This is an optimization exercise on Yosys and OpenROAD, whose aim is small area, a short achievable clock period and few clock cycles, not a production implementation.
In this exercise RTL edits were held to simulation tests only and were not proved equivalent to the original.
No activity file was given, so power comes from the tool's default toggle rates.

==> flow/design.v (excerpt) <==
module ring_view_ctrl (
    input  wire        clk,
    input  wire        rst,           
    input  wire        cmd_valid,
    output wire        cmd_ready,
    input  wire [31:0] cmd_data,
    output wire        rsp_valid,
    input  wire        rsp_ready,
    output wire [31:0] rsp_data,
    output wire        rsp_last
);
clock: 55.0 ns
lec_check: 0
cap_margin: 20
core_margin: 2
core_utilization: 55
cts_cluster_diameter: 80
cts_cluster_size: 24
slew_margin: 20
standard.sh (not shown) runs the stock make flow with config.mk's settings and CLKGATE_MAP_FILE= SYNTH_SCRIPT=/design/flow/synth_recipe.tcl, a recipe that flattens the netlist after the stock synthesis.
==> flow/flow/run.sh <==
#!/bin/bash
# The standard layout (standard synthesis, floorplan, placement, CTS, routing) with two changes:
# the port buffers that buffer_ports inserts are plain buf_4 cells instead of its default
# delay cells, and the resizer's timing repair aims for 43 ns of setup slack at the design's
# 55 ns clock (so it also works on paths that already meet 55 ns). The SDC is the standard flow's, unchanged.
set -euo pipefail
export BUFFER_PORTS_ARGS="-buffer_cell sky130_fd_sc_hd__buf_4"
export SETUP_SLACK_MARGIN=43
bash standard.sh finish > standard_flow.log 2>&1
Testbench counts at the start, summed over its fixed seeds: cycles 40,688.
Rerun with:
--- a/flow/design.v
+++ b/flow/design.v
@@ -26,14 +26,15 @@
     reg [39:0] rh [0:N_RING-1];       
     reg  [2:0] ph;                    
     reg  [7:0] cy;                    
     reg [16:0] rw [0:N_RING-1];       
     reg [23:0] v_cl    [0:N_RING-1];   
     reg        rv;                    
     reg        rl;                    
+    reg        ill;                   
     reg [31:0] rd;                    
     reg  [3:0] ridx;                  
     reg  [4:0] wp;                    
     reg        k_rd, k_wr, k_cfg, k_upd, k_used, k_dump, k_init;
     reg        f_hi0;                 
     reg        f_lo0;                 
     reg        f_rg0;                 
@@ -85,15 +86,15 @@
     wire in_ringok = in_ds0 & (cmd_data[17:15] == 3'd0);
     wire in_devz   = (cmd_data[23:20] == 4'd0);
     wire in_multi  = (in_op == 6'h01) | (in_op == 6'h02) | (in_op == 6'h08);
     wire in_usedok = in_used & in_ringok;
     wire in_dumpok = in_dump & in_ringok;
     wire [1:0] in_st = {1'b0, (in_op == 6'h03) ? ~in_devz : ~in_ringok};
     wire       in_ill = ~(in_multi | in_init | in_upd | in_used | in_dump);
-    wire       rlx    = rl;
+    wire       rlx    = rl | ill;
     wire dev_ok   = f_ds0;
     wire ring_ok  = f_ds0 & f_rhi0;
     wire k_multi  = k_rd | k_wr | k_cfg;
     wire bad_cw   = cw1 & k_multi & ~(f_hi0 & f_lo0 & (f_rg0 | k_cfg));
     wire init_go  = cw1 & k_init & f_hi0 & f_lo0 & f_rg0 & f_sub0 & f_devz;
     wire upd_go   = cw1 & k_upd & f_hi0 & f_lo0 & ring_ok;
     wire in_aok  = (cmd_data[31:6] == 26'h80) & (cmd_data[1:0] == 2'b00);
@@ -164,21 +165,22 @@
         if (ridx == 4'd10) dump_nx = {29'd0, r};
     end
     wire [31:0] rsp_nx = k_dump ? dump_nx :
                          k_used ? (cf[r] ? {{10{occ_cur[21]}}, occ_cur} : 32'd0) :
                                   {11'd0, ptr_rd};
     assign cmd_ready = cr;
     assign rsp_valid = rv;
-    assign rsp_data  = rd;
+    assign rsp_data  = {rd[31:2], rd[1:0] | {2{ill}}};
     assign rsp_last  = rlx;
     integer i;
     always @(posedge clk) begin
         if (rst) begin
             rv        <= 1'b0;
             rl        <= 1'b0;
+            ill       <= 1'b0;
             rd        <= 32'd0;
             wt        <= 1'b0;
             pp        <= 1'b0;
             vpu       <= 1'b0;
             vpc       <= 1'b0;
             cw1       <= 1'b0;
             ridx      <= 4'd0;
@@ -234,14 +236,17 @@
                     f_ds0   <= in_ds0;
                     f_rhi0  <= (cmd_data[17:15] == 3'd0);
                     r       <= cmd_data[14:12];
                     ridx    <= 4'd0;
                     lastw   <= in_rd;
                     wp      <= in_multi ? 5'b00010 : 5'b00001;
                     rv      <= ~in_multi;
+                    rd[1:0] <= in_st;
+                    rl      <= ~(((in_op == 6'h0A) | (in_op == 6'h0B)) & in_ds0 & (cmd_data[17:15] == 3'd0));
+                    ill     <= in_ill;
                     cpend   <= (in_op == 6'h0B);
                     wpend   <= (in_op == 6'h0B);
                 end else begin
                     wp    <= lastw ? 5'b00001 : {wp[3:0], 1'b0};
                     lastw <= (k_wr & wp[1]) | (k_cfg & wp[3]);
                     rv    <= lastw;
                     if (wp[1]) begin
@@ -253,14 +258,21 @@
                     if (wp[2] & k_cfg) x2 <= cmd_data;
                     if (wp[3]) begin
                         x3     <= cmd_data[19:0];
                         x3_big <= (cmd_data[31:20] != 12'd0);
                     end
                     if (wp[4]) x4 <= cmd_data[16:0];
                     wv <= cmd_data[20:0];
+                    rl <= ~(k_rd & dev_ok & in_aok);
+                    if (k_rd)
+                        rd[1:0] <= {1'b0, ~(dev_ok & in_aok)};
+                    else if (k_wr)
+                        rd[1:0] <= {1'b0, ~(dev_ok & a_ok)};
+                    else
+                        rd[1:0] <= {1'b0, cfg_st};
                     wr_go  <= lastw & k_wr & dev_ok & a_ok;
                     cfg_go <= lastw & k_cfg & cfg_ok;
                     if (lastw & k_cfg & cfg_ok) begin
                         bpend <= 1'b1;
                         br    <= r;
                     end
                 end
@@ -272,14 +284,15 @@
                 rd[1:0] <= 2'd3;
             end
             cr <= hs_cmd ? (wp[0] ? (in_multi & ~((in_op == 6'h08) & bpend_n)) : ~lastw)
                          : ~((rv & ~(rsp_ready & rlx)) | bad_cw | busy_n | wt |
                              (bpend_n & k_cfg & wp[1]));
             if (hs_rsp) begin
                 if (rlx) begin
+                    ill <= 1'b0;
                     rv <= 1'b0;
                     rl <= 1'b0;
                 end else if (!nx_rdy) begin
                     rv <= 1'b0;
                     wt <= 1'b1;
                 end else begin
                     ridx <= ridx + 4'd1;
@@ -290,29 +303,14 @@
             if (wt & nx_rdy) begin
                 wt   <= 1'b0;
                 rv   <= 1'b1;
                 ridx <= ridx + 4'd1;
                 rd   <= rsp_nx;
                 rl   <= ridx == 4'd12;
             end
-            if (hs_cmd) begin
-                if (wp[0]) begin
-                    rd[1:0] <= in_st | {2{in_ill}};
-                    rl      <= in_ill | ~(((in_op == 6'h0A) | (in_op == 6'h0B)) & in_ds0 &
-                                          (cmd_data[17:15] == 3'd0));
-                end else begin
-                    rl      <= ~(k_rd & dev_ok & in_aok);
-                    if (k_rd)
-                        rd[1:0] <= {1'b0, ~(dev_ok & in_aok)};
-                    else if (k_wr)
-                        rd[1:0] <= {1'b0, ~(dev_ok & a_ok)};
-                    else
-                        rd[1:0] <= {1'b0, cfg_st};
-                end
-            end
             if (wr_go) begin
                 if (a_tail) tv[r] <= 1'b1;
                 else        hv[r] <= 1'b1;
             end
             if (cy[ph])
                 cy[ph] <= 1'b0;
             if (upd_wr & l_sum[24])
What happened: Flip-flop and latch count climbs by 1; via count fell by 1.1%; non-clock buffer count does not change; global-route usage goes down by 0.68 points; worst setup slack gets worse by 0.21 ns; final area is about the same; count of clock-buffer cells in the layout fell by 6; cell count fell by 1.7%; utilization falls by 0.25 points; clock power drops by 4.7%; wire length decreases by 0.99%; register-to-register slack gets worse by 0.31 ns.
Testbench counts after the change, summed over its fixed seeds: cycles 40,688.

[re-timing with driven ports]
How much do the figures lean on ideal ports? The routed layouts below were timed once more, with nothing changed but the port constraints. Step 1, drivers: a clkbuf_16 drives clk and a buf_2 each remaining input, both assumed. Step 2, shift: input delay + t, output delay - t, t = (earliest + latest rising clock arrival at the registers) / 2. This alone moves slack from input paths to output paths. Slacks: no drivers / after step 1 / after step 2; pairs: no drivers / after step 1.
run | t, ns | setup slack, ns | worst setup path after step 2 | pins driven straight from the clock port
the first run | 0.861 | 42.681 / 42.596 / 41.980 | input to register | 1
the second run | 0.867 | 42.474 / 42.387 / 42.117 | input to register | 1
After both steps every run listed still meets setup and hold. For the first run, which loses most, drivers alone change the setup slack by -0.085 ns; drivers and shift together by -0.701 ns.
